From an optimization exercise on the open Yosys and OpenROAD flow, aimed at small area; shortcuts taken in it are not production practice. At most, simulation tests tie the RTL to the original design; equivalence was not proved. For run 3, only the layout was checked, not whether the RTL still works. Power and IR drop assume default switching activity.

$ cat flow/flow/run.sh
#!/bin/bash
set -euo pipefail
export BUFFER_PORTS_ARGS="-buffer_cell sky130_fd_sc_hd__buf_1"
bash standard.sh > standard_flow.log 2>&1
$ cat flow/standard.sh
#!/bin/bash
# synth_recipe.tcl (not shown) runs the flow's synth.tcl, then flattens the netlist and writes it again
# the make line also repeats each setting of config.mk as NAME=value (left out here)
make -C /OpenROAD-flow-scripts/flow DESIGN_CONFIG=/design/flow/config.mk WORK_HOME=/design/flow/orfs CLKGATE_MAP_FILE= SYNTH_SCRIPT=/design/flow/synth_recipe.tcl "${@:-finish}"
$ cat flow/config.mk
export PLATFORM = sky130hd
export DESIGN_NAME = io22_core
export DESIGN_NICKNAME = io22_core
export VERILOG_FILES = /design/flow/design.v
export SDC_FILE = /design/flow/constraint.sdc
export NUM_CORES = 4
export LEC_CHECK = 0
export CAP_MARGIN = 20
export CORE_MARGIN = 2
export CORE_UTILIZATION = 40
export CTS_BUF_LIST = sky130_fd_sc_hd__clkbuf_8
export CTS_CLUSTER_DIAMETER = 70
export CTS_CLUSTER_SIZE = 18
export SLEW_MARGIN = 20
$ cat flow/constraint.sdc
create_clock -name core_clock -period 20.0 [get_ports {clk}]
set_input_delay 4.0000 -clock core_clock [delete_from_list [all_inputs] [get_ports {clk}]]
set_output_delay 4.0000 -clock core_clock [all_outputs]
set_load 0.01 [all_outputs]
$ cat flow/design.v
module io22_core (
    input             clk,
    input             rst,           
    input             cmd_valid,
    input             cmd_edge,
    input      [63:0] cmd_word,
    output            cmd_ready,
    output reg        done,          
    output     [31:0] result,        
    output            ser_data,
    output            ser_clk,
    output            ser_latch,
    output            oe_n
);
    localparam [3:0] C_NONE     = 4'd0,
                     C_ILLEGAL  = 4'd1,
                     C_RESERVED = 4'd2,
                     C_POSITION = 4'd3,
                     C_SYMBOL   = 4'd4,
                     C_DIGITS   = 4'd5,
                     C_MESSAGE  = 4'd6,
                     C_TIMER    = 4'd7,
                     C_SELECTOR = 4'd8,
                     C_THORDER  = 4'd9;
    localparam [1:0] ST_STOPPED = 2'd0, ST_LOW = 2'd1, ST_HIGH = 2'd2;
    function [15:0] glyph(input [3:0] c);
        case (c)
            4'd0:  glyph = 16'h2010;
            4'd1:  glyph = 16'h2619;
            4'd2:  glyph = 16'h2204;
            4'd3:  glyph = 16'h2600;
            4'd4:  glyph = 16'h2409;
            4'd5:  glyph = 16'h2402;
            4'd6:  glyph = 16'h2002;
            4'd7:  glyph = 16'h2618;
            4'd8:  glyph = 16'h2000;
            4'd9:  glyph = 16'h2400;
            4'd10: glyph = 16'h261F;
            4'd11: glyph = 16'h220B;
            4'd12: glyph = 16'h200E;
            4'd13: glyph = 16'h2006;
            4'd14: glyph = 16'h220F;
            default: glyph = 16'h2617;
        endcase
    endfunction
    function [3:0] sym_code(input [4:0] s);
        if (s == 5'd11)      sym_code = 4'd0;
        else if (s > 5'd11)  sym_code = s[3:0] - 4'd1;
        else                 sym_code = s[3:0];
    endfunction
    function [3:0] msg_code(input [1:0] m, input [1:0] p);
        case ({m, p})
            4'b01_10: msg_code = 4'd0;
            4'b01_11: msg_code = 4'd11;
            4'b10_01: msg_code = 4'd0;
            4'b10_10: msg_code = 4'd12;
            4'b10_11: msg_code = 4'd12;
            4'b11_01: msg_code = 4'd13;
            4'b11_10: msg_code = 4'd14;
            4'b11_11: msg_code = 4'd14;
            default:  msg_code = 4'd10;
        endcase
    endfunction
    function [3:0] dd(input [3:0] x);
        dd = (x >= 4'd5) ? x + 4'd3 : x;
    endfunction
    wire [7:0]  op = cmd_word[63:56];
    wire [7:0]  fa = cmd_word[55:48];
    wire [7:0]  fb = cmd_word[47:40];
    wire [7:0]  fc = cmd_word[39:32];
    wire [31:0] ft = cmd_word[31:0];
    wire a0 = (fa == 8'd0);
    wire b0 = (fb == 8'd0);
    wire t0 = (ft == 32'd0);
    reg       legal;
    reg       reserved_bad;
    reg [3:0] range_cause;
    always @* begin
        legal        = 1'b1;
        reserved_bad = 1'b0;
        range_cause  = C_NONE;
        case (op)
            8'h10: begin reserved_bad = !t0;
                         if (fa >= 8'd4) range_cause = C_POSITION;
                         else if (fb >= 8'd17) range_cause = C_SYMBOL; end
            8'h11: begin reserved_bad = !b0 || (ft[31:16] != 16'd0);
                         if (fa == 8'd0 || fa > 8'd4) range_cause = C_DIGITS; end
            8'h12: begin reserved_bad = !b0 || !t0;
                         if (fa >= 8'd4) range_cause = C_MESSAGE; end
            8'h13: reserved_bad = (fa[7:1] != 7'd0) || !b0 || !t0;
            8'h14: reserved_bad = !a0 || !b0 || !t0;
            8'h15: begin reserved_bad = !b0 || !t0;
                         if (fa >= 8'd4) range_cause = C_POSITION; end
            8'h20: reserved_bad = !t0;
            8'h21: reserved_bad = (fb[7:1] != 7'd0) || !t0;
            8'h22, 8'h23, 8'h24: reserved_bad = !b0 || !t0;
            8'h25, 8'h26, 8'h30: reserved_bad = !a0 || !b0 || !t0;
            8'h40: if (fa >= 8'd8) range_cause = C_TIMER;
            8'h41, 8'h42, 8'h44: begin reserved_bad = !b0;
                         if (fa >= 8'd8) range_cause = C_TIMER; end
            8'h43, 8'h45: begin reserved_bad = !b0 || !t0;
                         if (fa >= 8'd8) range_cause = C_TIMER; end
            8'h51: reserved_bad = !a0 || !b0;
            8'h52: begin reserved_bad = !b0;
                         if (fa >= 8'd3) range_cause = C_SELECTOR; end
            8'h53: begin reserved_bad = !b0 || !t0;
                         if (fa >= 8'd7) range_cause = C_SELECTOR; end
            8'h60: reserved_bad = !a0 || !b0 || !t0;
            default: legal = 1'b0;
        endcase
        if (fc != 8'd0) reserved_bad = 1'b1;
    end
    wire [3:0] cmd_cause = !legal       ? C_ILLEGAL  :
                           reserved_bad ? C_RESERVED : range_cause;
    reg [7:0]   cnt;                  
    reg         clr;                  
    reg [63:0]  to0, to1, to2, to3;
    reg [63:0]  st0, st1, st2, st3;
    reg [63:0]  mk_l;
    reg [31:0]  last_l, acc_l;        
    reg [31:0]  thl_l, thu_l, ths_l;  
    reg [31:0]  res_l;                
    reg [7:0]   ta_l;                 
    reg [3:0]   code0, code1, code2, code3;
    reg         dp1, dp2;
    reg         colon;
    reg [7:0]   rb_l;                 
    reg         oe;
    reg [1:0]   f_state;
    reg         fault;
    reg [3:0]   cause;
    reg         busy;                 
    reg         pv;                   
    reg [1:0]   ph;                   
    reg         rdy;
    reg         exp_r;                
    reg         bw1, bw2, cy2, bw3;   
    reg         g_sil, g_lu, g_us, g_sps_lt, g_sps_gt, g_spu, g_spl;
    reg         ser_data_r, ser_clk_r, ser_latch_r;
    assign result    = res_l;
    assign ser_data  = ser_data_r;
    assign ser_clk   = ser_clk_r;
    assign ser_latch = ser_latch_r;
    assign oe_n      = oe;
    wire [4:0] bi    = cnt[4:0];
    wire [2:0] wi    = cnt[7:5];
    wire       first = (bi == 5'd0);
    wire       lastb = (bi == 5'd31);
    wire [2:0] tid    = fa[2:0];
    wire is_cmd = !cmd_edge;
    wire okc    = is_cmd && !fault && (cmd_cause == C_NONE);
    wire halted_status = is_cmd && fault && (op == 8'h60) && (fc == 8'd0) && a0 && b0 && t0;
    wire o_tcfg   = okc && (op == 8'h40);
    wire o_tstart = okc && (op == 8'h41);
    wire o_ttick  = okc && (op == 8'h42);
    wire o_tstop  = okc && (op == 8'h43);
    wire o_trem   = okc && (op == 8'h44);
    wire o_ftick  = okc && (op == 8'h51);
    wire o_refr   = okc && (op == 8'h30);
    wire o_num    = okc && (op == 8'h11);
    wire o_fset   = okc && (op == 8'h52);
    wire ex_edge  = cmd_edge && !fault;
    wire t_win = o_tcfg || o_tstart || o_ttick || o_trem;
    wire need0 = t_win || o_ftick || o_refr;
    wire [1:0] eph = (ph == 2'd0 && !need0) ? (o_tstop ? 2'd1 : 2'd2) : ph;
    wire twin = (cnt[5] == tid[0]);
    wire wok = (eph == 2'd0) ? (t_win ? twin : o_refr ? (wi == 3'd7) : 1'b1) :
               (eph == 2'd1) ? twin : 1'b1;
    wire inwin = cmd_valid && !busy && !clr && (first || pv);
    wire fire  = inwin && wok;
    wire fin   = (eph != 2'd0) || o_refr || o_trem || o_tcfg || o_tstart;
    wire accept = rdy && cmd_valid;
    assign cmd_ready = rdy;
    wire p0 = fire && (eph == 2'd0);
    wire slot = fire && twin && (bi[4:3] == tid[2:1]);
    wire p1 = slot && (eph == 2'd1 || (eph == 2'd0 && (o_tcfg || o_tstart)));
    wire p2 = fire && fin;
    wire [4:0] tidx = o_num ? {1'b0, ~bi[3:0]} : bi;
    wire tbit  = ft[tidx];
    wire bbit  = fb[cnt[2:0]];
    wire sp_i  = (bi[4:1] != 4'hF) && acc_l[2];
    reg to_t, st_t;
    always @* begin
        case (tid[2:1])
            2'd0: begin to_t = to0[0]; st_t = st0[0]; end
            2'd1: begin to_t = to1[0]; st_t = st1[0]; end
            2'd2: begin to_t = to2[0]; st_t = st2[0]; end
            default: begin to_t = to3[0]; st_t = st3[0]; end
        endcase
    end
    wire x1    = t_win ? st_t : last_l[0];
    wire bw1_e = !first && bw1;
    wire d_i   = tbit ^ x1 ^ bw1_e;
    wire bw1_n = (!tbit && x1) || (!(tbit ^ x1) && bw1_e);
    wire cy2_e = !first && cy2;
    wire s_i   = acc_l[0] ^ d_i ^ cy2_e;
    wire cy2_n = (acc_l[0] && d_i) || ((acc_l[0] ^ d_i) && cy2_e);
    wire bw3_e = !first && bw3;
    wire n_i   = s_i ^ sp_i ^ bw3_e;
    wire bw3_n = (!s_i && sp_i) || (!(s_i ^ sp_i) && bw3_e);
    wire bw2_e = !first && bw2;
    wire r_i   = to_t ^ d_i ^ bw2_e;
    wire bw2_n = (!to_t && d_i) || (!(to_t ^ d_i) && bw2_e);
    function gtn(input a, input b, input g);
        gtn = (a && !b) || ((a || !b) && g);
    endfunction
    wire nf = !first;
    wire g_sil_n    = gtn(d_i,      ths_l[0], nf && g_sil);
    wire g_lu_n     = gtn(thu_l[0], thl_l[0], nf && g_lu);
    wire g_us_n     = gtn(ths_l[0], thu_l[0], nf && g_us);
    wire g_sps_lt_n = gtn(ths_l[0], sp_i,     nf && g_sps_lt);
    wire g_sps_gt_n = gtn(sp_i,     ths_l[0], nf && g_sps_gt);
    wire g_spu_n    = gtn(sp_i,     thu_l[0], nf && g_spu);
    wire g_spl_n    = gtn(thl_l[0], sp_i,     nf && g_spl);
    reg [1:0] fsn;
    always @* begin
        fsn = f_state;
        if (g_sil_n)
            fsn = ST_STOPPED;
        else begin
            case (f_state)
                ST_STOPPED: if (g_sps_lt_n) fsn = g_spu_n ? ST_LOW : ST_HIGH;
                ST_LOW:     if (g_spl_n) fsn = ST_HIGH;
                            else if (g_sps_gt_n) fsn = ST_STOPPED;
                ST_HIGH:    if (g_sps_gt_n) fsn = ST_STOPPED;
                            else if (g_spu_n) fsn = ST_LOW;
                default:    fsn = f_state;
            endcase
        end
    end
    wire order_ok = g_lu_n && g_us_n;
    localparam [31:0] TH_L0 = 32'd10000, TH_U0 = 32'd20000, TH_S0 = 32'd500000;
    wire [1:0] psel = busy ? cnt[7:6] : fa[1:0];
    reg  [3:0] code_s;
    always @* begin
        case (psel)
            2'd0: code_s = code0;
            2'd1: code_s = code1;
            2'd2: code_s = code2;
            default: code_s = code3;
        endcase
    end
    wire [15:0] gl = glyph(code_s);
    wire dp_s = (psel == 2'd1) ? dp1 : (psel == 2'd2) ? dp2 : 1'b1;
    wire [15:0] dbv = {psel == 2'd3, psel == 2'd0, dp_s, psel == 2'd2, psel == 2'd1,
                       gl[10:9], 4'b0000, gl[4:0]};
    wire [4:0] fk   = cnt[5:1];
    wire [4:0] vidx = busy ? {fk[4:3], ~fk[2:0]} : bi;
    wire [2:0] rbi = vidx[2:0] - cnt[2:0];
    wire vbit = vidx[4] ? rb_l[rbi] : dbv[vidx[3:0]];
    wire [7:0] rmask = (fa >= 8'd1 && fa <= 8'd7) ? (8'd1 << fa[2:0]) : 8'h01;
    wire [7:0] stat  = {1'b0, colon, oe, fault, cause};
    wire lowbyte = (bi[4:3] == 2'd0);
    wire [2:0] j3 = cnt[2:0];
    wire [2:0] tai = tid - j3;
    wire act_t   = ta_l[tai];
    wire faj     = fa[j3];
    reg rbit;
    always @* begin
        rbit = 1'b0;
        if (halted_status)
            rbit = lowbyte && stat[bi[2:0]];
        else if (okc) begin
            case (op)
                8'h14: rbit = first && !colon;
                8'h15: rbit = !bi[4] && vbit;
                8'h22: rbit = lowbyte && rb_l[0] && faj;
                8'h23: rbit = first && ((rb_l & rmask) != 8'd0);
                8'h24: rbit = lowbyte && rmask[bi[2:0]];
                8'h42: rbit = first && act_t && !exp_r;
                8'h44: rbit = !act_t || r_i;
                8'h45: rbit = first && act_t;
                8'h51: rbit = (bi[4:1] == 4'd0) && f_state[bi[0]];
                8'h53: case (fa[2:0])
                           3'd0: rbit = thl_l[0];
                           3'd1: rbit = thu_l[0];
                           3'd2: rbit = ths_l[0];
                           3'd3: rbit = sp_i;
                           3'd4: rbit = acc_l[0];
                           3'd5: rbit = last_l[0];
                           default: rbit = (bi[4:1] == 4'd0) && f_state[bi[0]];
                       endcase
                8'h60: rbit = lowbyte && stat[bi[2:0]];
                default: rbit = 1'b0;
            endcase
        end
    end
    wire wr_to  = p0 && o_tcfg;
    wire wr_st  = p0 && o_tstart;
    wire wr_mk  = p1 && o_tcfg;
    wire [1:0] tq = tid[2:1];
    wire wr_acc = p2 && ex_edge;
    wire wr_th  = p2 && o_fset;
    wire wr_res = p2 && is_cmd;
    always @(posedge clk) begin
        to0    <= {clr ? 1'b0 : (wr_to && tq == 2'd0) ? tbit : to0[0], to0[63:1]};
        to1    <= {clr ? 1'b0 : (wr_to && tq == 2'd1) ? tbit : to1[0], to1[63:1]};
        to2    <= {clr ? 1'b0 : (wr_to && tq == 2'd2) ? tbit : to2[0], to2[63:1]};
        to3    <= {clr ? 1'b0 : (wr_to && tq == 2'd3) ? tbit : to3[0], to3[63:1]};
        st0    <= {(wr_st && tq == 2'd0) ? tbit : st0[0], st0[63:1]};
        st1    <= {(wr_st && tq == 2'd1) ? tbit : st1[0], st1[63:1]};
        st2    <= {(wr_st && tq == 2'd2) ? tbit : st2[0], st2[63:1]};
        st3    <= {(wr_st && tq == 2'd3) ? tbit : st3[0], st3[63:1]};
        mk_l   <= {clr ? 1'b0 : wr_mk ? bbit : mk_l[0], mk_l[63:1]};
        acc_l  <= {clr ? 1'b0 : wr_acc ? n_i : acc_l[0], acc_l[31:1]};
        last_l <= {clr ? 1'b0 : wr_acc ? tbit : last_l[0], last_l[31:1]};
        thl_l  <= {clr ? TH_L0[bi] : (wr_th && fa[1:0] == 2'd0) ? tbit : thl_l[0], thl_l[31:1]};
        thu_l  <= {clr ? TH_U0[bi] : (wr_th && fa[1:0] == 2'd1) ? tbit : thu_l[0], thu_l[31:1]};
        ths_l  <= {clr ? TH_S0[bi] : (wr_th && fa[1:0] == 2'd2) ? tbit : ths_l[0], ths_l[31:1]};
        res_l  <= {wr_res ? rbit : res_l[0], res_l[31:1]};
        bw1 <= bw1_n; cy2 <= cy2_n; bw3 <= bw3_n; bw2 <= bw2_n;
        g_sil <= g_sil_n; g_lu <= g_lu_n; g_us <= g_us_n;
        g_sps_lt <= g_sps_lt_n; g_sps_gt <= g_sps_gt_n;
        g_spu <= g_spu_n; g_spl <= g_spl_n;
    end
    wire colon_en = (op == 8'h13) ? fa[0] : !colon;
    wire [2:0] nd = fa[2:0];            
    wire dab  = p2 && o_num && bi[4];                     
    wire nclr = p2 && o_num && (bi[4:2] == 3'b011);       
    wire wdig = p2 && okc && (op == 8'h10) && (bi[4:2] == 3'b000);
    wire wmsg = p2 && okc && (op == 8'h12) && (bi[4:2] == 3'b000);
    wire [1:0] kb = ~bi[1:0];
    wire [3:0] scode = sym_code(fb[4:0]);
    wire [3:0] m0 = msg_code(fa[1:0], 2'd0), m1 = msg_code(fa[1:0], 2'd1),
               m2 = msg_code(fa[1:0], 2'd2), m3 = msg_code(fa[1:0], 2'd3);
    wire [3:0] c0 = dab ? dd(code0) : code0;
    wire [3:0] c1 = dab ? dd(code1) : code1;
    wire [3:0] c2 = dab ? dd(code2) : code2;
    wire [3:0] c3 = dab ? dd(code3) : code3;
    wire nsh = dab || nclr;
    wire sh0 = clr || (wdig && fa[1:0] == 2'd0) || wmsg || nsh;
    wire sh1 = clr || (wdig && fa[1:0] == 2'd1) || wmsg || (nsh && nd >= 3'd2);
    wire sh2 = clr || (wdig && fa[1:0] == 2'd2) || wmsg || (nsh && nd >= 3'd3);
    wire sh3 = clr || (wdig && fa[1:0] == 2'd3) || wmsg || (nsh && nd >= 3'd4);
    wire sb = clr ? !cnt[0] : wdig ? scode[kb] : 1'b0;
    wire s0 = sb || (wmsg && m0[kb]) || (dab && ((nd == 3'd1) ? tbit : c1[3]));
    wire s1 = sb || (wmsg && m1[kb]) || (dab && ((nd == 3'd2) ? tbit : c2[3]));
    wire s2 = sb || (wmsg && m2[kb]) || (dab && ((nd == 3'd3) ? tbit : c3[3]));
    wire s3 = sb || (wmsg && m3[kb]) || (dab && tbit);
    wire rmj = (fa >= 8'd1 && fa <= 8'd7) ? (fa[2:0] == j3) : (j3 == 3'd0);
    reg rb_in, ta_in;
    always @* begin
        rb_in = rb_l[0];
        if (clr)
            rb_in = 1'b0;
        else if (p2 && okc && op == 8'h20)
            rb_in = faj ? fb[j3] : rb_l[0];
        else if (p2 && okc && op == 8'h21)
            rb_in = rmj ? fb[0] : rb_l[0];
        else if (p1 && mk_l[0]) begin
            if (o_tstart) rb_in = 1'b1;
            if (o_tstop || (o_ttick && exp_r)) rb_in = 1'b0;
        end
        ta_in = ta_l[0];
        if (clr)
            ta_in = 1'b0;
        else if (p2 && j3 == tid) begin
            if (o_tcfg || o_tstop || (o_ttick && exp_r)) ta_in = 1'b0;
            if (o_tstart) ta_in = 1'b1;
        end
    end
    always @(posedge clk) begin
        rb_l <= {rb_in, rb_l[7:1]};
        ta_l <= {ta_in, ta_l[7:1]};
        if (sh0) code0 <= {c0[2:0], s0};
        if (sh1) code1 <= {c1[2:0], s1};
        if (sh2) code2 <= {c2[2:0], s2};
        if (sh3) code3 <= {c3[2:0], s3};
    end
    always @(posedge clk) begin
        if (rst) begin
            cnt      <= 8'd0;
            clr      <= 1'b1;
            dp1 <= 1'b1; dp2 <= 1'b1;
            colon    <= 1'b0;
            oe       <= 1'b1;
            f_state  <= ST_STOPPED;
            fault    <= 1'b0;
            cause    <= C_NONE;
            busy     <= 1'b0;
            pv       <= 1'b0;
            ph       <= 2'd0;
            rdy      <= 1'b0;
            done     <= 1'b0;
            ser_data_r  <= 1'b0;
            ser_clk_r   <= 1'b0;
            ser_latch_r <= 1'b1;
        end else begin
            cnt  <= cnt + 8'd1;
            if (cnt[5:0] == 6'h3F) clr <= 1'b0;
            pv   <= inwin && !accept;
            rdy  <= fire && fin && (bi == 5'd30);
            done <= (accept && is_cmd && !o_refr) || (busy && cnt == 8'hFF);
            ser_latch_r <= !(busy && cnt[5:0] < 6'd48);
            ser_clk_r   <= busy && cnt[5:0] < 6'd48 && cnt[0];
            ser_data_r  <= busy && cnt[5:0] < 6'd48 && vbit;
            if (busy && cnt == 8'hFF) busy <= 1'b0;
            if (accept)
                ph <= 2'd0;
            else if (fire && lastb && !fin)
                ph <= o_ttick ? 2'd1 : 2'd2;
            if (p0 && lastb) begin
                if (o_ttick) exp_r <= act_t && bw2_n;
                if (o_ftick) begin
                    if (order_ok) f_state <= fsn;
                    else begin fault <= 1'b1; cause <= C_THORDER; end
                end
            end
            if (accept && is_cmd) begin
                if (fault) begin
                end else if (cmd_cause != C_NONE) begin
                    fault <= 1'b1;
                    cause <= cmd_cause;
                end else begin
                    case (op)
                        8'h10: begin
                            if (fa[1:0] == 2'd1) dp1 <= 1'b1;
                            if (fa[1:0] == 2'd2) dp2 <= 1'b1;
                        end
                        8'h11: begin
                            if (nd >= 3'd2) dp1 <= 1'b1;
                            if (nd >= 3'd3) dp2 <= 1'b1;
                        end
                        8'h12: begin
                            dp1 <= 1'b1; dp2 <= 1'b1;
                        end
                        8'h13, 8'h14: begin
                            dp1   <= !colon_en;
                            dp2   <= !colon_en;
                            colon <= colon_en;
                        end
                        8'h25: oe <= 1'b0;
                        8'h26: oe <= 1'b1;
                        8'h30: busy <= 1'b1;
                        default: ;
                    endcase
                end
            end
        end
    end
endmodule
==> results.rst, run 1 <==
.. list-table::
   :header-rows: 1

   * - Metric
     - Value
   * - Outcome
     - finished clean
   * - Area of the die
     - 0.05888 sq mm
   * - Share of power burned in the clock network
     - between 30% and 40%
   * - Area Growth Syn to Fin
     - 9.649%
   * - Max VDD drop
     - 0.00005252 V
   * - Actual transition at the worst max-transition pin
     - ~1.2 ns
   * - Clock latency on the worst-skew pair
     - between 0.7 and 0.8 ns
   * - Count of TritonRoute iterations in the first routing pass
     - 7
   * - Number of buffers between clock root and the deepest sink
     - 3
   * - Synthesized flop and latch total
     - between 800 and 900
   * - Final antenna-violating net count
     - 0
   * - Net count reported at finish
     - 1888
   * - Total cell area at the placement stage
     - 0.02403 sq mm
   * - Final Instance Count excl. Fillers
     - between 2000 and 3000
   * - Cts bufs inserted
     - 56
   * - Placeable core region
     - around 0.056 sq mm
   * - Final hold violations
     - 0
   * - Power Dens Cells
     - roughly 100 mW/mm^2
   * - CTS tree
     - done
   * - Netlist Area Pre-Place
     - approximately 0.023 sq mm
   * - # Max-Cap Violations
     - 0
   * - Static leakage power
     - between 0.009 and 0.01 uW
   * - Async S/R FF share, synth
     - 0%
   * - Number of top-level design ports
     - roughly 110
   * - Final weighted congestion of routability-driven global placement
     - around 0.89
   * - Proportion of power drawn by flip-flops and latches
     - 65.5%
   * - Detailed placement HPWL
     - 31.78 mm
   * - Predominant post-synthesis flop cell
     - sky130_fd_sc_hd__dfxtp_1
   * - Clock tree skew after final layout
     - between 0.05 and 0.06 ns
   * - Area contributors post-synth
     - sky130_fd_sc_hd__dfxtp_1 72%, sky130_fd_sc_hd__mux4_2 2.9%, sky130_fd_sc_hd__edfxtp_1 2.2%
   * - Setup repair after global routing missed its margin
     - false
   * - Worst min-delay path class
     - flop to flop
   * - Max-Slew Margin vs Limit
     - 18.11%
   * - Clock Sink Count
     - around 840
   * - Post-CTS setup buffer count
     - 0
   * - Pin count of the biggest net entering global routing
     - 44
   * - Placement row count
     - just under 90
   * - Number of H-tree branching levels
     - 2
   * - Number of max-slew violations in the final report
     - 0
   * - Avg WL per Cell
     - 18.37 microns
   * - Net switching fraction of the power
     - approximately 22%
   * - Vias
     - roughly 12000
   * - Synth cell types
     - between 80 and 90
   * - Average vias per placed instance
     - 4.866
   * - Final setup violation count
     - 0
   * - Final min period
     - a little over 9 ns
   * - Post-CTS Hold Buffers
     - 0
   * - Fraction of layout instances using a drive strength above 1
     - under 10%
   * - Net count after synthesis
     - between 1500 and 2000
   * - Clock root buffer master
     - sky130_fd_sc_hd__clkbuf_8
   * - Clock Pin Slew Worst Setup and Hold Paths
     - about 0.11 ns
   * - Via count of the first global-routing pass
     - roughly 12000
   * - Sequential cell area fraction in the yosys report
     - around 75%
   * - Initial standard-cell utilization of the core
     - about 40%
   * - Combinational share of power
     - between 4 and 5%
   * - Startpoint types
     - primary input
   * - Number of antenna violations at the first check in global routing
     - 1
   * - Number of enable-type register cells in the synthesized netlist
     - 17
   * - Horizontal extent of the die
     - 242.7 microns
   * - Post-CTS Resized
     - 0
   * - Drc violations
     - 0
   * - Sw Pwr
     - between 500 and 600 uW
   * - Cells on Worst Hold Path
     - 0
   * - Largest area contributor in the netlist
     - sky130_fd_sc_hd__dfxtp_1
   * - Gr ovfl total
     - 0
   * - Post-synthesis average cell area
     - ~14 sq um
   * - Post-Route WL
     - between 40 and 50 mm
   * - Total negative setup slack
     - 0 ns
   * - DP Cell Count
     - about 2500
   * - First-pass GRT wire length
     - approximately 73 mm
   * - Proportion of netlist area held by the largest area contributor
     - a little over 70%
   * - Yosys synthesis warning count
     - 1
   * - Kind of end point of the critical path
     - flop
   * - Post-synthesis cell count
     - roughly 1700
   * - Post-Layout Inst Area
     - approximately 0.025 sq mm
   * - Buffers added on ports
     - 105
   * - Worst Reg2Reg Path Length in Cells
     - 13
   * - Maximum operating frequency
     - 108.7 MHz
   * - Power Internal
     - slightly above 2000 uW
   * - Violation count after the first detailed-routing iteration
     - about 800
   * - Height of the chip
     - between 200 and 250 microns
   * - Final period util
     - between 40% and 50%
   * - Startpoint-to-endpoint class of the critical path
     - primary input to flop
   * - Worst EP arrival
     - just under 10 ns
   * - GRT Util Overall
     - about 16%
   * - CP max FO
     - 24
   * - Critical path data required time
     - ~21 ns
[synthesized netlist by cell type, types with 22 or more instances]
cell	n
sky130_fd_sc_hd__mux2i_1	35
sky130_fd_sc_hd__nand3_1	22
sky130_fd_sc_hd__nor2_1	72
sky130_fd_sc_hd__mux4_2	29
sky130_fd_sc_hd__a21oi_1	45
sky130_fd_sc_hd__dfxtp_1	824
sky130_fd_sc_hd__ha_1	37
sky130_fd_sc_hd__nor4_1	23
sky130_fd_sc_hd__nand2_1	75
sky130_fd_sc_hd__clkbuf_1	40
sky130_fd_sc_hd__o21ai_0	40
sky130_fd_sc_hd__inv_1	40
sky130_fd_sc_hd__nor3_1	33
[path summary, 6_finish.rpt]
path	startpoint	slack (ns)	endpoint
max	cmd_word[60]	10.80	res_l[31]
min	st1[3]	0.29	st1[2]
min reg2reg	st1[3]	0.29	st1[2]
max reg2reg	cnt[1]	14.95	res_l[31]
[layer usage]
layer  global-route usage (%)  routed length, microns  vias up
met4                    4.818                     999        0
li1                         -                       -     5932
met3                    2.632                    2136       71
met5                        0                       0        -
met1                    22.42                   22550     6089
met2                    25.35                   21110      302
[worst max-delay path, stage by stage]
cell,delay (ns)
sky130_fd_sc_hd__buf_1,0.73
sky130_fd_sc_hd__nor4b_2,0.92
sky130_fd_sc_hd__nand2b_1,0.32
sky130_fd_sc_hd__o221ai_1,0.28
sky130_fd_sc_hd__or3_2,0.21
sky130_fd_sc_hd__o211ai_4,0.13
sky130_fd_sc_hd__or4_1,0.77
sky130_fd_sc_hd__o21ai_0,0.27
sky130_fd_sc_hd__nand2_1,0.11
sky130_fd_sc_hd__fa_1,0.50
sky130_fd_sc_hd__inv_1,0.11
sky130_fd_sc_hd__fa_1,0.48
sky130_fd_sc_hd__nor2b_1,0.13
sky130_fd_sc_hd__nor3_1,0.32
sky130_fd_sc_hd__a41oi_1,0.08
sky130_fd_sc_hd__nand4_1,0.15
sky130_fd_sc_hd__nor4_1,0.05
sky130_fd_sc_hd__o31ai_1,0.23
[state kept, by name (all words and copies together) (netlist names), 32 cells and up]
name    flops
st2        64
to2        64
st0        64
thu_l      32
to3        64
mk_l       64
thl_l      32
ths_l      32
acc_l      32
st3        64
to0        64
st1        64
to1        64
last_l     32
res_l      32
[kinds of logic after synthesis]
| logic type | Yosys count | synth area share, % |
|---|---|---|
| AOI/OAI and AO/OA | 218 | 6.568 |
| adders and majority gates | 49 | 2.823 |
| xor gates and xnor gates | 20 | 0.7689 |
| muxes | 79 | 5.146 |
| buffers and inverters | 100 | 1.730 |
| DFF | 841 | 74.64 |
| and+or+nand+nor | 349 | 8.320 |
[power by group through the flow]
stage	registers [uW]	clock network (uW)	logic, uW
floorplan	1730	0	76.7
global placement	1730	0	113
detailed placement	1740	0	113
CTS	1700	817	114
global route	1700	876	126
finish	1700	778	115
[cell type report]
cell class                 instances  area [sq um]
antenna                            1         2.502
clock buffer                      57         784.5
clock inverter                    14         163.9
fill                            5162         31410
inverter                          42         157.7
multi-input combinational        715          5404
sequential                       841         17010
tap                              756         945.9
timing repair buffer             121         515.5
[stage by stage]
step | hold WS, ns | util (%) | total power, uW | setup WS (ns)
2_1_floorplan | 0.3096 | - | 1809 | 11.57
3_3_place_gp | 0.3104 | 42.60 | 1848 | 10.26
3_5_place_dp | 0.3121 | 42.62 | 1849 | 10.15
4_1_cts | 0.2957 | 44.30 | 2628 | 10.91
5_1_grt | 0.3088 | 44.30 | 2700 | 10.41
6_report | 0.2890 | 44.30 | 2589 | 10.80
[cell usage in the layout (no fill, tap or decap), types with 6 or more instances in the layout]
cell type	count
sky130_fd_sc_hd__maj3_1	6
sky130_fd_sc_hd__nand3_1	22
sky130_fd_sc_hd__dfxtp_1	823
sky130_fd_sc_hd__xnor2_1	13
sky130_fd_sc_hd__nor2_1	72
sky130_fd_sc_hd__fa_1	6
sky130_fd_sc_hd__nand2b_1	15
sky130_fd_sc_hd__a211oi_1	11
sky130_fd_sc_hd__or4b_1	6
sky130_fd_sc_hd__o31ai_1	10
sky130_fd_sc_hd__a21o_1	6
sky130_fd_sc_hd__mux2i_1	35
sky130_fd_sc_hd__o211ai_1	15
sky130_fd_sc_hd__nor4_1	23
sky130_fd_sc_hd__and2_1	9
sky130_fd_sc_hd__and3_1	8
sky130_fd_sc_hd__clkbuf_8	57
sky130_fd_sc_hd__nor3_1	33
sky130_fd_sc_hd__buf_1	104
sky130_fd_sc_hd__o21a_1	6
sky130_fd_sc_hd__a31oi_1	11
sky130_fd_sc_hd__nand2_1	75
sky130_fd_sc_hd__a21oi_1	45
sky130_fd_sc_hd__inv_1	44
sky130_fd_sc_hd__mux4_2	29
sky130_fd_sc_hd__a2111oi_0	7
sky130_fd_sc_hd__nor2b_1	18
sky130_fd_sc_hd__o21ai_0	40
sky130_fd_sc_hd__xor2_1	7
sky130_fd_sc_hd__ha_1	37
sky130_fd_sc_hd__edfxtp_1	17
sky130_fd_sc_hd__mux2_2	15
sky130_fd_sc_hd__buf_4	16
sky130_fd_sc_hd__o22ai_1	6
sky130_fd_sc_hd__or4_1	6
sky130_fd_sc_hd__nand4_1	16
==> run 2, diff against run 1 <==
--- a/flow/config.mk
+++ b/flow/config.mk
@@ -5,10 +5,11 @@
 export SDC_FILE = /design/flow/constraint.sdc
 export NUM_CORES = 4
 export LEC_CHECK = 0
-export CAP_MARGIN = 20
+export CAP_MARGIN = 0
 export CORE_MARGIN = 2
 export CORE_UTILIZATION = 40
 export CTS_BUF_LIST = sky130_fd_sc_hd__clkbuf_8
 export CTS_CLUSTER_DIAMETER = 70
 export CTS_CLUSTER_SIZE = 18
-export SLEW_MARGIN = 20
+export GPL_TIMING_DRIVEN = 0
+export SLEW_MARGIN = 0
==> results.rst, run 2 <==
.. list-table::
   :header-rows: 1

   * - Metric
     - Value
   * - Outcome
     - finished clean
   * - Highest Signal Layer
     - met4
   * - Height of the chip
     - approximately 240 microns
   * - Post-Route WL
     - 48.39 mm
   * - Average vias per placed instance
     - 4.920
   * - Proportion of netlist area held by the largest area contributor
     - between 70 and 80%
   * - Worst EP arrival
     - 11.11 ns
   * - Area of the die
     - around 0.059 sq mm
   * - Startpoint types
     - primary input
   * - Clock Sink Count
     - about 840
   * - Number of max-slew violations in the final report
     - 0
   * - Final period util
     - between 50 and 60%
   * - Netlist Area Pre-Place
     - between 0.02 and 0.025 sq mm
   * - Pin count of the biggest net entering global routing
     - 20
   * - Placement row count
     - 87
   * - Top cells by count, synth
     - 824 x sky130_fd_sc_hd__dfxtp_1, 75 x sky130_fd_sc_hd__nand2_1, 72 x sky130_fd_sc_hd__nor2_1
   * - Routed met1 length
     - between 20 and 25 mm
   * - Max-Slew Margin vs Limit
     - around 15%
   * - Avg WL per Cell
     - 18.68 microns
   * - Buffers added on ports
     - just over 100
   * - Clock root buffer master
     - sky130_fd_sc_hd__clkbuf_8
   * - Static leakage power
     - slightly above 0.009 uW
   * - Power Dens Cells
     - 104.3 mW/mm^2
   * - Final hold violations
     - 0
   * - Clock latency on the worst-skew pair
     - between 0.7 and 0.8 ns
   * - GRT Util Overall
     - 16.35%
   * - Horizontal extent of the die
     - around 240 microns
   * - Post-Layout Inst Area
     - ~0.025 sq mm
   * - Number of top-level design ports
     - 106
   * - Worst min-delay path class
     - flop to flop
   * - Number of enable-type register cells in the synthesized netlist
     - 17
   * - Gr ovfl total
     - 0
   * - Maximum operating frequency
     - roughly 95 MHz
   * - Most common cell in the netlist
     - sky130_fd_sc_hd__dfxtp_1
   * - Total cell area at the placement stage
     - 0.02412 sq mm
   * - Post-synthesis average cell area
     - 13.76 sq um
   * - Count of TritonRoute iterations in the first routing pass
     - 7
   * - Setup repair after global routing missed its margin
     - false
   * - Sequential cell area fraction in the yosys report
     - 74.64%
   * - DP Cell Count
     - approximately 2500
   * - Register area
     - 0.01701 sq mm
   * - Top library cells by usage in the layout, fill and taps aside
     - 824 x sky130_fd_sc_hd__dfxtp_1, 111 x sky130_fd_sc_hd__buf_1, 75 x sky130_fd_sc_hd__nand2_1
   * - Filler instances
     - roughly 5300
   * - Predominant post-synthesis flop cell
     - sky130_fd_sc_hd__dfxtp_1
   * - Violation count after the first detailed-routing iteration
     - ~750
   * - Fraction of layout instances using a drive strength above 1
     - slightly above 8%
   * - Async S/R FF share, synth
     - 0%
   * - Synth cell types
     - 86
   * - Cts bufs inserted
     - 58
   * - Kind of end point of the critical path
     - flop
   * - CTS tree
     - done
   * - Area contributors post-synth
     - sky130_fd_sc_hd__dfxtp_1 72%, sky130_fd_sc_hd__mux4_2 2.9%, sky130_fd_sc_hd__edfxtp_1 2.2%
   * - Yosys synthesis warning count
     - 1
   * - First-pass GRT wire length
     - 74.18 mm
   * - Number of antenna violations at the first check in global routing
     - 2
   * - Number of buffers between clock root and the deepest sink
     - 3
   * - Final Instance Count excl. Fillers
     - 2591
   * - Net count reported at finish
     - about 1900
   * - Initial standard-cell utilization of the core
     - between 40% and 50%
   * - Leading cell type in the layout, fill and taps excluded
     - sky130_fd_sc_hd__dfxtp_1
   * - Final min period
     - 10.55 ns
   * - Max VDD drop
     - about 0.000066 V
   * - Met2 wire len
     - between 20 and 25 mm
   * - WHS
     - between 0.2 and 0.3 ns
   * - Placeable core region
     - approximately 0.056 sq mm
   * - Final weighted congestion of routability-driven global placement
     - roughly 0.9
   * - Post-synthesis cell count
     - 1656
   * - Final antenna-violating net count
     - 0
   * - Setup Slack @ Placement
     - a little under 9 ns
   * - Vias
     - ~13000
   * - N_diodes
     - 0
   * - Startpoint-to-endpoint class of the critical path
     - primary input to flop
   * - Net count after synthesis
     - 1767
   * - Worst path setup slack after routing
     - 9.450 ns
   * - Total negative setup slack
     - 0 ns
   * - Routed length on met3
     - between 3 and 4 mm
   * - Via count of the first global-routing pass
     - 12670
   * - Footprint of the multi-input gates
     - around 0.0054 sq mm
   * - Number of H-tree branching levels
     - 2
   * - Post-CTS Hold Buffers
     - 0
   * - Clock tree skew after final layout
     - approximately 0.047 ns
   * - Post-CTS setup buffer count
     - 0
   * - Actual transition at the worst max-transition pin
     - 1.271 ns
   * - Post-CTS Resized
     - 0
   * - Critical path data required time
     - approximately 21 ns
   * - Synthesized flop and latch total
     - 841
   * - # Max-Cap Violations
     - 0
   * - Drc violations
     - 0
   * - Final setup violation count
     - 0
   * - Area Growth Syn to Fin
     - 10.35%
   * - Largest area contributor in the netlist
     - sky130_fd_sc_hd__dfxtp_1
   * - CP max FO
     - 10
   * - Detailed placement HPWL
     - between 30 and 40 mm
   * - Clock Pin Slew Worst Setup and Hold Paths
     - roughly 0.09 ns
-- run 2: path summary, 6_finish.rpt --
check / start / end / slack (ns) / cells after the start
hold reg to reg: st0[6] / st0[5] / 0.30 / 0
hold / removal: st0[6] / st0[5] / 0.30 / 0
setup / recovery: cmd_word[48] / res_l[31] / 9.45 / 22
setup reg to reg: cnt[1] / res_l[31] / 14.05 / 17
-- run 2: cell type report --
cell class                 count  share of cell area (%)
sequential                   841                   67.65
inverter                      42                  0.6271
clock inverter                17                  0.8461
clock buffer                  59                   3.230
timing repair buffer         103                   1.538
tap                          756                   3.762
multi-input combinational    715                   21.41
buffer                        58                  0.9406
-- run 2: cell families (layout without fill, tap and decap cells) --
group,Yosys count,count (layout),synth area share [%]
muxes,79,79,5.146
DFF,841,841,74.64
buffers and inverters,100,279,1.730
and+or+nand+nor,349,349,8.320
adders and majority gates,49,49,2.823
xor gates and xnor gates,20,20,0.7689
AOI/OAI and AO/OA,218,218,6.568
-- run 2: where the power goes --
part           switching [uW]  internal [uW]
Sequential               5.94           1690
Combinational            76.6           43.5
Clock                     508            298
-- run 2: metal layers --
layer,GRT usage (%),vias up
met2,25.38,405
met3,3.406,95
met1,22.23,6207
li1,-,6041
met4,6.839,0
met5,0,-
-- run 2: through the flow --
step	total power [uW]	utilization, %
after floorplan	1809	-
after global placement	1851	42.77
after detailed placement	1853	42.77
after CTS	2658	44.59
after global routing	2732	44.59
final	2621	44.59
-- run 2: worst max-delay path, stage by stage --
cell and delay (ns):
sky130_fd_sc_hd__buf_1 0.21, sky130_fd_sc_hd__clkbuf_1 0.45, sky130_fd_sc_hd__inv_1 0.38, sky130_fd_sc_hd__ha_1 0.20, sky130_fd_sc_hd__clkbuf_1 0.56, sky130_fd_sc_hd__nand2b_1 0.27
sky130_fd_sc_hd__nor3_1 0.42, sky130_fd_sc_hd__o21a_1 0.21, sky130_fd_sc_hd__o22ai_2 0.18, sky130_fd_sc_hd__nor4_1 0.52, sky130_fd_sc_hd__mux2_2 0.42, sky130_fd_sc_hd__clkbuf_1 0.39
sky130_fd_sc_hd__inv_1 0.25, sky130_fd_sc_hd__fa_1 0.58, sky130_fd_sc_hd__inv_1 0.11, sky130_fd_sc_hd__fa_1 0.55, sky130_fd_sc_hd__nor2b_1 0.14, sky130_fd_sc_hd__nor3_1 0.11
sky130_fd_sc_hd__a41oi_1 0.23, sky130_fd_sc_hd__nand4_1 0.17, sky130_fd_sc_hd__nor4_1 0.53, sky130_fd_sc_hd__o31ai_1 0.21
==> run 3, diff against run 2 <==
--- a/flow/design.v
+++ b/flow/design.v
@@ -44,9 +44,15 @@
         endcase
     endfunction
     function [3:0] sym_code(input [4:0] s);
-        if (s == 5'd11)      sym_code = 4'd0;
-        else if (s > 5'd11)  sym_code = s[3:0] - 4'd1;
-        else                 sym_code = s[3:0];
+        case (s)
+            5'd11: sym_code = 4'd0;
+            5'd12: sym_code = 4'd11;
+            5'd13: sym_code = 4'd12;
+            5'd14: sym_code = 4'd13;
+            5'd15: sym_code = 4'd14;
+            5'd16: sym_code = 4'd15;
+            default: sym_code = s[3:0];
+        endcase
     endfunction
     function [3:0] msg_code(input [1:0] m, input [1:0] p);
         case ({m, p})
@@ -61,8 +67,23 @@
             default:  msg_code = 4'd10;
         endcase
     endfunction
+    function [2:0] sub3(input [2:0] a, input [2:0] b);
+        reg br0, br1;
+        begin
+            br0 = !a[0] && b[0];
+            br1 = (!a[1] && b[1]) || (!(a[1] ^ b[1]) && br0);
+            sub3 = {a[2] ^ b[2] ^ br1, a[1] ^ b[1] ^ br0, a[0] ^ b[0]};
+        end
+    endfunction
     function [3:0] dd(input [3:0] x);
-        dd = (x >= 4'd5) ? x + 4'd3 : x;
+        case (x)
+            4'd5: dd = 4'd8;
+            4'd6: dd = 4'd9;
+            4'd7: dd = 4'd10;
+            4'd8: dd = 4'd11;
+            4'd9: dd = 4'd12;
+            default: dd = x;
+        endcase
     endfunction
     wire [7:0]  op = cmd_word[63:56];
     wire [7:0]  fa = cmd_word[55:48];
@@ -72,6 +93,12 @@
     wire a0 = (fa == 8'd0);
     wire b0 = (fb == 8'd0);
     wire t0 = (ft == 32'd0);
+    wire a_ge3 = (fa[7:2] != 6'd0) || (fa[1] && fa[0]);
+    wire a_ge4 = (fa[7:2] != 6'd0);
+    wire a_ge7 = (fa[7:3] != 5'd0) || (fa[2:0] == 3'd7);
+    wire a_ge8 = (fa[7:3] != 5'd0);
+    wire b_ge17 = (fb[7:5] != 3'd0) || (fb[4] && fb[3:0] != 4'd0);
+    wire a_dig_bad = a0 || a_ge8 || (fa[2] && fa[1:0] != 2'd0);
     reg       legal;
     reg       reserved_bad;
     reg [3:0] range_cause;
@@ -81,30 +108,30 @@
         range_cause  = C_NONE;
         case (op)
             8'h10: begin reserved_bad = !t0;
-                         if (fa >= 8'd4) range_cause = C_POSITION;
-                         else if (fb >= 8'd17) range_cause = C_SYMBOL; end
+                         if (a_ge4) range_cause = C_POSITION;
+                         else if (b_ge17) range_cause = C_SYMBOL; end
             8'h11: begin reserved_bad = !b0 || (ft[31:16] != 16'd0);
-                         if (fa == 8'd0 || fa > 8'd4) range_cause = C_DIGITS; end
+                         if (a_dig_bad) range_cause = C_DIGITS; end
             8'h12: begin reserved_bad = !b0 || !t0;
-                         if (fa >= 8'd4) range_cause = C_MESSAGE; end
+                         if (a_ge4) range_cause = C_MESSAGE; end
             8'h13: reserved_bad = (fa[7:1] != 7'd0) || !b0 || !t0;
             8'h14: reserved_bad = !a0 || !b0 || !t0;
             8'h15: begin reserved_bad = !b0 || !t0;
-                         if (fa >= 8'd4) range_cause = C_POSITION; end
+                         if (a_ge4) range_cause = C_POSITION; end
             8'h20: reserved_bad = !t0;
             8'h21: reserved_bad = (fb[7:1] != 7'd0) || !t0;
             8'h22, 8'h23, 8'h24: reserved_bad = !b0 || !t0;
             8'h25, 8'h26, 8'h30: reserved_bad = !a0 || !b0 || !t0;
-            8'h40: if (fa >= 8'd8) range_cause = C_TIMER;
+            8'h40: if (a_ge8) range_cause = C_TIMER;
             8'h41, 8'h42, 8'h44: begin reserved_bad = !b0;
-                         if (fa >= 8'd8) range_cause = C_TIMER; end
+                         if (a_ge8) range_cause = C_TIMER; end
             8'h43, 8'h45: begin reserved_bad = !b0 || !t0;
-                         if (fa >= 8'd8) range_cause = C_TIMER; end
+                         if (a_ge8) range_cause = C_TIMER; end
             8'h51: reserved_bad = !a0 || !b0;
             8'h52: begin reserved_bad = !b0;
-                         if (fa >= 8'd3) range_cause = C_SELECTOR; end
+                         if (a_ge3) range_cause = C_SELECTOR; end
             8'h53: begin reserved_bad = !b0 || !t0;
-                         if (fa >= 8'd7) range_cause = C_SELECTOR; end
+                         if (a_ge7) range_cause = C_SELECTOR; end
             8'h60: reserved_bad = !a0 || !b0 || !t0;
             default: legal = 1'b0;
         endcase
@@ -149,7 +176,7 @@
     wire [2:0] tid    = fa[2:0];
     wire is_cmd = !cmd_edge;
     wire okc    = is_cmd && !fault && (cmd_cause == C_NONE);
-    wire halted_status = is_cmd && fault && (op == 8'h60) && (fc == 8'd0) && a0 && b0 && t0;
+    wire st_sel = is_cmd && (op == 8'h60) && (fc == 8'd0) && a0 && b0 && t0;
     wire o_tcfg   = okc && (op == 8'h40);
     wire o_tstart = okc && (op == 8'h41);
     wire o_ttick  = okc && (op == 8'h42);
@@ -230,6 +257,7 @@
     end
     wire order_ok = g_lu_n && g_us_n;
     localparam [31:0] TH_L0 = 32'd10000, TH_U0 = 32'd20000, TH_S0 = 32'd500000;
+    wire [2:0] rmi = a_ge8 ? 3'd0 : fa[2:0];      
     wire [1:0] psel = busy ? cnt[7:6] : fa[1:0];
     reg  [3:0] code_s;
     always @* begin
@@ -245,28 +273,27 @@
     wire [15:0] dbv = {psel == 2'd3, psel == 2'd0, dp_s, psel == 2'd2, psel == 2'd1,
                        gl[10:9], 4'b0000, gl[4:0]};
     wire [4:0] fk   = cnt[5:1];
-    wire [4:0] vidx = busy ? {fk[4:3], ~fk[2:0]} : bi;
-    wire [2:0] rbi = vidx[2:0] - cnt[2:0];
+    wire [4:0] vidx = busy ? {fk[4:3], ~fk[2:0]} : (op[0] && op[5]) ? {2'b10, rmi} : bi;
+    wire [2:0] rbi = sub3(vidx[2:0], cnt[2:0]);
     wire vbit = vidx[4] ? rb_l[rbi] : dbv[vidx[3:0]];
-    wire [7:0] rmask = (fa >= 8'd1 && fa <= 8'd7) ? (8'd1 << fa[2:0]) : 8'h01;
     wire [7:0] stat  = {1'b0, colon, oe, fault, cause};
     wire lowbyte = (bi[4:3] == 2'd0);
     wire [2:0] j3 = cnt[2:0];
-    wire [2:0] tai = tid - j3;
+    wire [2:0] tai = sub3(tid, j3);
     wire act_t   = ta_l[tai];
     wire faj     = fa[j3];
     reg rbit;
     always @* begin
         rbit = 1'b0;
-        if (halted_status)
+        if (st_sel)
             rbit = lowbyte && stat[bi[2:0]];
         else if (okc) begin
             case (op)
                 8'h14: rbit = first && !colon;
                 8'h15: rbit = !bi[4] && vbit;
                 8'h22: rbit = lowbyte && rb_l[0] && faj;
-                8'h23: rbit = first && ((rb_l & rmask) != 8'd0);
-                8'h24: rbit = lowbyte && rmask[bi[2:0]];
+                8'h23: rbit = first && vbit;
+                8'h24: rbit = lowbyte && rmj;
                 8'h42: rbit = first && act_t && !exp_r;
                 8'h44: rbit = !act_t || r_i;
                 8'h45: rbit = first && act_t;
@@ -280,7 +307,6 @@
                            3'd5: rbit = last_l[0];
                            default: rbit = (bi[4:1] == 4'd0) && f_state[bi[0]];
                        endcase
-                8'h60: rbit = lowbyte && stat[bi[2:0]];
                 default: rbit = 1'b0;
             endcase
         end
@@ -329,15 +355,15 @@
     wire [3:0] c3 = dab ? dd(code3) : code3;
     wire nsh = dab || nclr;
     wire sh0 = clr || (wdig && fa[1:0] == 2'd0) || wmsg || nsh;
-    wire sh1 = clr || (wdig && fa[1:0] == 2'd1) || wmsg || (nsh && nd >= 3'd2);
-    wire sh2 = clr || (wdig && fa[1:0] == 2'd2) || wmsg || (nsh && nd >= 3'd3);
-    wire sh3 = clr || (wdig && fa[1:0] == 2'd3) || wmsg || (nsh && nd >= 3'd4);
+    wire sh1 = clr || (wdig && fa[1:0] == 2'd1) || wmsg || (nsh && (nd[2] || nd[1]));
+    wire sh2 = clr || (wdig && fa[1:0] == 2'd2) || wmsg || (nsh && (nd[2] || (nd[1] && nd[0])));
+    wire sh3 = clr || (wdig && fa[1:0] == 2'd3) || wmsg || (nsh && nd[2]);
     wire sb = clr ? !cnt[0] : wdig ? scode[kb] : 1'b0;
-    wire s0 = sb || (wmsg && m0[kb]) || (dab && ((nd == 3'd1) ? tbit : c1[3]));
-    wire s1 = sb || (wmsg && m1[kb]) || (dab && ((nd == 3'd2) ? tbit : c2[3]));
-    wire s2 = sb || (wmsg && m2[kb]) || (dab && ((nd == 3'd3) ? tbit : c3[3]));
+    wire s0 = sb || (wmsg && m0[kb]) || (dab && ((!nd[2] && !nd[1]) ? tbit : c1[3]));
+    wire s1 = sb || (wmsg && m1[kb]) || (dab && ((nd[1] && !nd[0]) ? tbit : c2[3]));
+    wire s2 = sb || (wmsg && m2[kb]) || (dab && ((nd[1] && nd[0]) ? tbit : c3[3]));
     wire s3 = sb || (wmsg && m3[kb]) || (dab && tbit);
-    wire rmj = (fa >= 8'd1 && fa <= 8'd7) ? (fa[2:0] == j3) : (j3 == 3'd0);
+    wire rmj = (rmi == j3);
     reg rb_in, ta_in;
     always @* begin
         rb_in = rb_l[0];
@@ -391,9 +417,9 @@
             pv   <= inwin && !accept;
             rdy  <= fire && fin && (bi == 5'd30);
             done <= (accept && is_cmd && !o_refr) || (busy && cnt == 8'hFF);
-            ser_latch_r <= !(busy && cnt[5:0] < 6'd48);
-            ser_clk_r   <= busy && cnt[5:0] < 6'd48 && cnt[0];
-            ser_data_r  <= busy && cnt[5:0] < 6'd48 && vbit;
+            ser_latch_r <= !(busy && !(cnt[5] && cnt[4]));
+            ser_clk_r   <= busy && !(cnt[5] && cnt[4]) && cnt[0];
+            ser_data_r  <= busy && !(cnt[5] && cnt[4]) && vbit;
             if (busy && cnt == 8'hFF) busy <= 1'b0;
             if (accept)
                 ph <= 2'd0;
@@ -418,8 +444,8 @@
                             if (fa[1:0] == 2'd2) dp2 <= 1'b1;
                         end
                         8'h11: begin
-                            if (nd >= 3'd2) dp1 <= 1'b1;
-                            if (nd >= 3'd3) dp2 <= 1'b1;
+                            if (nd[2] || nd[1]) dp1 <= 1'b1;
+                            if (nd[2] || (nd[1] && nd[0])) dp2 <= 1'b1;
                         end
                         8'h12: begin
                             dp1 <= 1'b1; dp2 <= 1'b1;
==> flow/config.mk (replaced) <==
export PLATFORM = sky130hd
export DESIGN_NAME = io22_core
export DESIGN_NICKNAME = io22_core
export VERILOG_FILES = /design/flow/design.v
export SDC_FILE = /design/flow/constraint.sdc
export NUM_CORES = 4
export LEC_CHECK = 0
export CAP_MARGIN = 20
export CORE_MARGIN = 2
export CORE_UTILIZATION = 40
export CTS_BUF_LIST = sky130_fd_sc_hd__clkbuf_8
export CTS_CLUSTER_DIAMETER = 70
export CTS_CLUSTER_SIZE = 18
export SLEW_MARGIN = 20
==> results.rst, run 3 <==
.. list-table::
   :header-rows: 1

   * - Metric
     - Value
   * - Via count of the first global-routing pass
     - around 12000
   * - Worst min-delay path class
     - flop to flop
   * - CTS tree
     - done
   * - Post-synthesis cell count
     - about 1700
   * - Filler instances
     - a little over 5000
   * - Power Total
     - around 2600 uW
   * - Proportion of netlist area held by the largest area contributor
     - approximately 73%
   * - Outcome
     - finished clean
   * - Top Family by Delay on Critical Path
     - simple AND/OR/NAND/NOR gates
   * - Power Dens Cells
     - between 100 and 150 mW/mm^2
   * - Number of max-slew violations in the final report
     - 0
   * - Netlist Area Pre-Place
     - 0.02268 sq mm
   * - Post-synthesis average cell area
     - 13.40 sq um
   * - Avg WL per Cell
     - 17.77 microns
   * - Kind of end point of the critical path
     - flop
   * - Gr ovfl total
     - 0
   * - Async S/R FF share, synth
     - 0%
   * - CP max FO
     - 18
   * - CP peak stage delay
     - about 0.83 ns
   * - Post-CTS setup buffer count
     - 0
   * - Area contributors post-synth
     - sky130_fd_sc_hd__dfxtp_1 73%, sky130_fd_sc_hd__edfxtp_1 2.3%, sky130_fd_sc_hd__mux4_2 1.9%
   * - First-pass GRT wire length
     - between 70 and 80 mm
   * - Timing startpoint of the critical path
     - cmd_word[60]
   * - Cts bufs inserted
     - 56
   * - Pin count of the biggest net entering global routing
     - 38
   * - Setup repair after global routing missed its margin
     - false
   * - Clock Pin Slew Worst Setup and Hold Paths
     - about 0.12 ns
   * - Sequential cell area fraction in the yosys report
     - between 70% and 80%
   * - Final min period
     - around 9.5 ns
   * - Final weighted congestion of routability-driven global placement
     - slightly above 0.9
   * - Area of the die
     - between 0.05 and 0.06 sq mm
   * - Maximum operating frequency
     - roughly 110 MHz
   * - Synth cell types
     - 95
   * - Number of top-level design ports
     - 106
   * - Post-Layout Inst Area
     - about 0.025 sq mm
   * - Worst-path cell chain
     - buf_1 -> or4b_2 -> nor2_1 -> nand4b_1 -> nor3_2 -> mux2_2 -> o221a_2 -> o31ai_4 -> fa_1 -> inv_1 -> fa_1 -> nand2_1 -> a2bb2oi_1 -> nor2_1 -> nor4b_1 -> and3_1 -> o21ai_0
   * - Violation count after the first detailed-routing iteration
     - approximately 1000
   * - Buffers added on ports
     - approximately 110
   * - Final period util
     - between 40% and 50%
   * - # Max-Cap Violations
     - 0
   * - Post-CTS Resized
     - 0
   * - GRT Util Overall
     - 15.59%
   * - Placement row count
     - slightly below 90
   * - Final antenna-violating net count
     - 0
   * - Count of TritonRoute iterations in the first routing pass
     - 6
   * - Net count reported at finish
     - 1910
   * - Final hold violations
     - 0
   * - Startpoint-to-endpoint class of the critical path
     - primary input to flop
   * - Top library cells by usage in the layout, fill and taps aside
     - 824 x sky130_fd_sc_hd__dfxtp_1, 105 x sky130_fd_sc_hd__buf_1, 84 x sky130_fd_sc_hd__nand2_1
   * - Synthesized flop and latch total
     - between 800 and 900
   * - Number of buffers between clock root and the deepest sink
     - 3
   * - Clock tree skew after final layout
     - around 0.037 ns
   * - Slowest-stage cell, CP
     - sky130_fd_sc_hd__or4b_2
   * - Clock root buffer master
     - sky130_fd_sc_hd__clkbuf_8
   * - Worst EP arrival
     - 10.05 ns
   * - Final setup violation count
     - 0
   * - Number of enable-type register cells in the synthesized netlist
     - 17
   * - Startpoint types
     - primary input
   * - Max VDD drop
     - 0.00006379 V
   * - Crit path buffers/inverters
     - 2
   * - Predominant post-synthesis flop cell
     - sky130_fd_sc_hd__dfxtp_1
   * - Yosys synthesis warning count
     - 1
   * - Post-Route WL
     - around 46 mm
   * - Most common cell in the netlist
     - sky130_fd_sc_hd__dfxtp_1
   * - Detailed placement HPWL
     - a little over 30 mm
   * - Fraction of layout instances using a drive strength above 1
     - 7.895%
   * - Critical hold path startpoint
     - ths_l[20]
   * - Number of antenna violations at the first check in global routing
     - 5
   * - Initial standard-cell utilization of the core
     - 40.37%
   * - Number of H-tree branching levels
     - 2
   * - Average vias per placed instance
     - between 4 and 5
   * - Total negative setup slack
     - 0 ns
   * - Area Growth Syn to Fin
     - 9.490%
   * - Horizontal extent of the die
     - ~240 microns
   * - Placeable core region
     - about 0.056 sq mm
   * - Max-Slew Margin vs Limit
     - 27.19%
   * - WHS
     - between 0.3 and 0.4 ns
   * - Critical path data required time
     - 20.56 ns
   * - Largest area contributor in the netlist
     - sky130_fd_sc_hd__dfxtp_1
   * - Clock latency on the worst-skew pair
     - approximately 0.7 ns
   * - Actual transition at the worst max-transition pin
     - between 1 and 1.5 ns
   * - Static leakage power
     - about 0.0093 uW
   * - Vias
     - between 10000 and 15000
   * - Net count after synthesis
     - around 1800
   * - Leading cell type in the layout, fill and taps excluded
     - sky130_fd_sc_hd__dfxtp_1
   * - Drc violations
     - 0
   * - Beginning of the worst register-to-register path
     - cnt[0]
   * - N_diodes
     - 0
   * - Height of the chip
     - about 240 microns
   * - Clock Sink Count
     - 841
   * - Total cell area at the placement stage
     - ~0.024 sq mm
   * - Post-CTS Hold Buffers
     - 0
   * - Top cells by count, synth
     - 824 x sky130_fd_sc_hd__dfxtp_1, 84 x sky130_fd_sc_hd__nand2_1, 71 x sky130_fd_sc_hd__nor2_1, 71 x sky130_fd_sc_hd__o21ai_0, 53 x sky130_fd_sc_hd__a21oi_1
==> run 3: cells by family (layout without fill, tap and decap cells) <==
logic type / count (synthesis) / after routing / share of synthesized area [%]
DFF: 841 / 841 / 74.99
muxes: 50 / 50 / 3.305
AOI/OAI and AO/OA: 277 / 277 / 8.481
xor gates and xnor gates: 16 / 16 / 0.6180
buffers and inverters: 108 / 240 / 1.909
and+or+nand+nor: 366 / 366 / 8.652
adders and majority gates: 34 / 34 / 2.042
==> run 3: metal layers <==
metal  up-vias  routed length (microns)  track usage [%]  part of all wire, %
li1       6075                        -                -                    -
met1      6210                    22650            23.25                   49
met2       365                    19290            22.62                   42
met3        72                     2923            3.102                  6.4
met4         4                      974            4.993                  2.1
met5         -                       23                0                0.050
==> run 3: where the power goes <==
part / leakage, uW / internal, uW / switching (uW)
clock network: 0.000490 / 278 / 493
logic: 0.00205 / 39.9 / 72.8
registers: 0.00680 / 1690 / 6.65
==> run 3: per-stage QoR <==
| step | utilization, % | setup WS [ns] | std cells |
|---|---|---|---|
| floorplan | - | 11.26 | 1692 |
| global placement | 42.54 | 9.992 | 2509 |
| detailed placement | 42.54 | 9.863 | 2509 |
| CTS | 44.20 | 10.61 | 2580 |
| global route | 44.20 | 10.03 | 2580 |
| finish | 44.20 | 10.51 | 2580 |
==> run 3: path summary, 6_finish.rpt <==
path	endpoint	slack (ns)	cells past startpoint
setup / recovery	res_l[31]	10.51	17
hold / removal	ths_l[19]	0.31	0
setup reg to reg	code3[0]	14.93	13
hold reg to reg	ths_l[19]	0.31	0
==> run 3: area by class of cell <==
cell class                 count  area [sq um]  share of cell area, %
tap                          756         945.9                  3.810
sequential                   841         17010                  68.49
timing repair buffer         123         529.3                  2.132
clock inverter                12         125.1                 0.5039
clock buffer                  59         812.0                  3.271
inverter                      46         172.7                 0.6954
multi-input combinational    743          5238                  21.09
==> run 3: worst register-to-register path, delay by kind of cell (launching register included) <==
family | cells | cell delay, ns
DFF | 1 | 0.30
and+or+nand+nor | 3 | 1.19
adders and majority gates | 1 | 0.38
AOI/OAI and AO/OA | 5 | 1.83
buffers and inverters | 4 | 1.05

-- what the ideal ports hide --
How much do the figures lean on ideal ports? The routed layouts below were timed once more, with nothing changed but the port constraints. Step 1 (the two cells are an assumption about what drives the block):
set clk [get_ports {clk}]
set_driving_cell -lib_cell sky130_fd_sc_hd__clkbuf_16 $clk
set_driving_cell -lib_cell sky130_fd_sc_hd__buf_2 [delete_from_list [all_inputs] $clk]
Step 2 times the ports against the registers' clock, not the clock port: input delays grow and output delays shrink by t, the midpoint of the rising clock arrivals with the driver on. Three values: ideal, step 1, step 2; two values: the first two.
| run | t (ns) | slack for setup (ns) | worst setup path at the end | pins driven straight from the clock port |
|---|---|---|---|---|
| run 1 | 0.734 | 10.798 / 10.815 / 10.081 | input to register | 1 |
| run 2 | 0.744 | 9.450 / 9.473 / 8.729 | input to register | 1 |
| run 3 | 0.722 | 10.510 / 10.490 / 9.768 | input to register | 1 |
After both steps setup and hold are still met in every run listed. The setup slack of run 3, which loses most, moves by -0.020 ns with the drivers and by -0.742 ns with both steps.
